Background: an optimization exercise with open tools, aiming at small area, a short achievable clock period and few clock cycles. Do not read the settings as production practice.
Only simulation tests tie the RTL to the original design; equivalence was not proved.
Power and IR drop assume default switching activity.

## fcs_stats
module fcs_stats (
    input             clk,
    input             rst,
    input             req_valid,
    output            req_ready,
    input      [63:0] req_word,
    input             push_valid,
    input      [15:0] push_count,
    output reg        resp_valid,
    output     [31:0] resp_res,
    output     [55:0] resp_str,
    output     [2:0]  resp_len,
    output     [2:0]  resp_fault
);
Size: roughly 5,400 cells after synthesis, about 180 I/O pins, about 39,000 um2 of cells after synthesis.
clock: 9.0 ns
lec_check: 0
abc_area: 1
cap_margin: 20
core_margin: 2
core_utilization: 55
place_density: 0.7
setup_slack_margin: 1.0
slew_margin: 20
run.sh (not shown) runs the stock make flow with config.mk's settings and CLKGATE_MAP_FILE= SYNTH_SCRIPT=/design/flow/synth_recipe.tcl, a recipe that flattens the netlist after the stock synthesis.
Testbench counts at the start, summed over its fixed seeds: cycles 20,287.
Edit:
--- a/flow/design.v
+++ b/flow/design.v
@@ -48,15 +48,13 @@
     reg [18:0] s_total;
     reg [17:0] s_newer;
     reg [17:0] s_short;
     reg [15:0] s_rlong;
     reg        busy;           
     reg        st1;            
-    reg        fl_e, fl_d;     
-    reg        dr_wait;        
-    reg        s_exc, s_drift;
+    reg        st2;            
     reg        dv_run;         
     reg [2:0]  dv_cnt;
     reg        sq_run;
     reg [1:0]  sq_cnt;
     reg [2:0]  fault_r;
     reg [3:0]  small_r;
@@ -227,21 +225,24 @@
         else if (s_total < 19'd10201) s_tol = 7'd1;
         else                          s_tol = 7'd0;
     end
     wire [19:0] eD, dD;
     fcs_sub20 u_esub (.a({4'd0, s_rlong}), .b({4'd0, s_rshort}), .d(eD));
     fcs_sub20 u_dsub (.a({1'b0, s_newer, 1'b0}), .b({1'b0, s_total}), .d(dD));
-    wire [19:0] tD  = fl_e ? eD : dD;
-    wire        tS  = tD[19];
-    wire [18:0] tX  = tD[18:0] ^ {19{tS}};
-    wire        tBig = (tX[18:11] != 8'd0) || (tS && (tX[10:0] == 11'h7FF));
+    wire [18:0] eX = eD[18:0] ^ {19{eD[19]}};
+    wire [18:0] dX = dD[18:0] ^ {19{dD[19]}};
+    wire [12:0] eQ = {(eX[18:11] != 8'd0) || (eD[19] && (eX[10:0] == 11'h7FF)), eD[19], eX[10:0]};
+    wire [12:0] dQ = {(dX[18:11] != 8'd0) || (dD[19] && (dX[10:0] == 11'h7FF)), dD[19], dX[10:0]};
+    reg  [12:0] s_de, s_dd;
+    wire [12:0] tQ  = t_exc ? s_de : s_dd;
+    wire        tBig = tQ[12];
     wire [13:0] thr = s_rlong[15:2];
-    wire [23:0] tR1 = fl_e ? ~{6'd0, thr, 4'd0} : ~{2'd0, s_total, 3'd0};
-    wire [23:0] tR2 = fl_e ? ~{8'd0, thr, 2'd0} : {5'd0, s_total};
+    wire [23:0] tR1 = t_exc ? ~{6'd0, thr, 4'd0} : ~{2'd0, s_total, 3'd0};
+    wire [23:0] tR2 = t_exc ? ~{8'd0, thr, 2'd0} : {5'd0, s_total};
     wire        tNeg;
-    fcs_tst u_tst (.e(tX[10:0]), .s(tS), .r1(tR1), .r2(tR2), .c0(fl_e), .neg(tNeg));
+    fcs_tst u_tst (.e(tQ[10:0]), .s(tQ[11]), .r1(tR1), .r2(tR2), .c0(t_exc), .neg(tNeg));
     wire        t_fire = tBig || !tNeg;
     reg [31:0] snap_val;
     always @(*) begin
         case (snap_sel)
             4'd0:    snap_val = {31'd0, s_avail};
             4'd1:    snap_val = {28'd0, s_window};
@@ -313,26 +314,23 @@
             inr   = (k[2:0] < fmt_len);
             fmt_str[55 - 8*k -: 8] = !inr ? 8'h00 : isdot ? 8'h2E : bl ? 8'h20 : {4'h3, nib};
         end
     end
     assign resp_fault = fault_r;
     assign resp_res   = t_snap  ? snap_val :
-                        t_exc   ? {31'd0, s_exc} :
-                        t_drift ? {31'd0, s_drift} :
+                        (t_exc || t_drift) ? {31'd0, t_fire} :
                         t_sqrt  ? {16'd0, fi_root} :
                         {28'd0, small_r};
     assign resp_str   = fmt_str;
     assign resp_len   = fmt_len;
     always @(posedge clk) begin
         if (rst) begin
             resp_valid <= 1'b0;
             busy       <= 1'b0;
             st1        <= 1'b0;
-            fl_e       <= 1'b0;
-            fl_d       <= 1'b0;
-            dr_wait    <= 1'b0;
+            st2        <= 1'b0;
             dv_run     <= 1'b0;
             sq_run     <= 1'b0;
             cursor     <= 3'd7;
             valid      <= 4'd0;
             c_cursor   <= 3'd7;
             c_valid    <= 4'd0;
@@ -345,30 +343,24 @@
             s_rlong    <= 16'd0;
         end else begin
             resp_valid <= 1'b0;
             cursor <= cursor_p;
             valid  <= valid_p;
             st1  <= 1'b0;
-            fl_e <= 1'b0;
-            fl_d <= fl_e;
-            if (fl_e)
-                s_exc <= t_fire;
-            else if (fl_d)
-                s_drift <= t_fire;
-            if (dr_wait) begin
-                dr_wait    <= 1'b0;
-                busy       <= 1'b0;
-                resp_valid <= 1'b1;
+            st2 <= 1'b0;
+            if (st2) begin
+                s_de <= eQ;
+                s_dd <= dQ;
             end
             if (st1) begin
                 s_short <= sum_short;
                 s_newer <= sum_newer;
                 s_total <= sum_total;
                 if (s_window[3] || s_window[2:0] == 3'd4) begin
                     s_rlong    <= s_window[3] ? sum_total[18:3] : sum_total[17:2];
-                    fl_e       <= 1'b1;
+                    st2        <= 1'b1;
                     busy       <= 1'b0;
                     resp_valid <= 1'b1;
                 end else begin
                     x      <= {1'b0, sum_total, 4'd0};
                     sq_rem <= 17'd0;
                     dv_cnt <= 3'd0;
@@ -379,13 +371,13 @@
                 s_rlong <= {s_rlong[11:0], dv_q};
                 sq_rem  <= {14'd0, dv_rm};
                 x       <= {x[19:0], 4'd0};
                 dv_cnt  <= dv_cnt + 3'd1;
                 if (dv_cnt == 3'd4) begin
                     dv_run     <= 1'b0;
-                    fl_e       <= 1'b1;
+                    st2        <= 1'b1;
                     busy       <= 1'b0;
                     resp_valid <= 1'b1;
                 end
             end
             if (sq_run) begin
                 sq_rem  <= it_rem;
@@ -444,22 +436,14 @@
                     end
                     OP_RB_EXCURSION: begin
                         if (!s_avail) fault_r <= F_STATS_UNAV;
                         else          t_exc   <= 1'b1;
                     end
                     OP_RB_DRIFT: begin
-                        if (!s_avail) begin
-                            fault_r <= F_STATS_UNAV;
-                        end else begin
-                            t_drift <= 1'b1;
-                            if (fl_e) begin
-                                dr_wait    <= 1'b1;
-                                busy       <= 1'b1;
-                                resp_valid <= 1'b0;
-                            end
-                        end
+                        if (!s_avail) fault_r <= F_STATS_UNAV;
+                        else          t_drift <= 1'b1;
                     end
                     OP_RB_SHRINK: begin
                         valid <= (valid_p > SHORT) ? SHORT : valid_p;
                     end
                     OP_SNAP_READ: begin
                         t_snap   <= 1'b1;
Worst setup slack gets better by 0.024 ns. Power fell by 2.3%. Combinational power fell by about 4%. Maximum frequency rose by 0.30%. Area after synthesis rose by 0.63%. Via count fell by 1.4%. Utilization stays flat. Sequential cell count rose by 22.
Testbench counts after the change, summed over its fixed seeds: cycles 20,287.

[port drivers added, routing unchanged]
No port has a modelled driver above. Below, the same layouts with a new extraction and two added sets of constraints. Step 1 assumes that a clkbuf_16 drives the clock port and a buf_2 every other input. Step 2 also shifts input and output timing later by t, the mid clock arrival at the registers, as if the neighbouring blocks saw the same clock. Slacks: ideal / step 1 / step 2; pairs: ideal / step 1.
run	shift t [ns]	slack for setup (ns)	hold WS [ns]	worst setup path after step 2
the first run	0.657	1.137 / 1.137 / 0.923	0.505 / 0.505 / 0.505	input to register
the second run	0.653	1.161 / 1.094 / 0.839	0.471 / 0.471 / 0.471	input to register
After both steps every run listed still meets setup and hold. The setup slack of the second run, which loses most, moves by -0.067 ns with the drivers and by -0.322 ns with both steps.
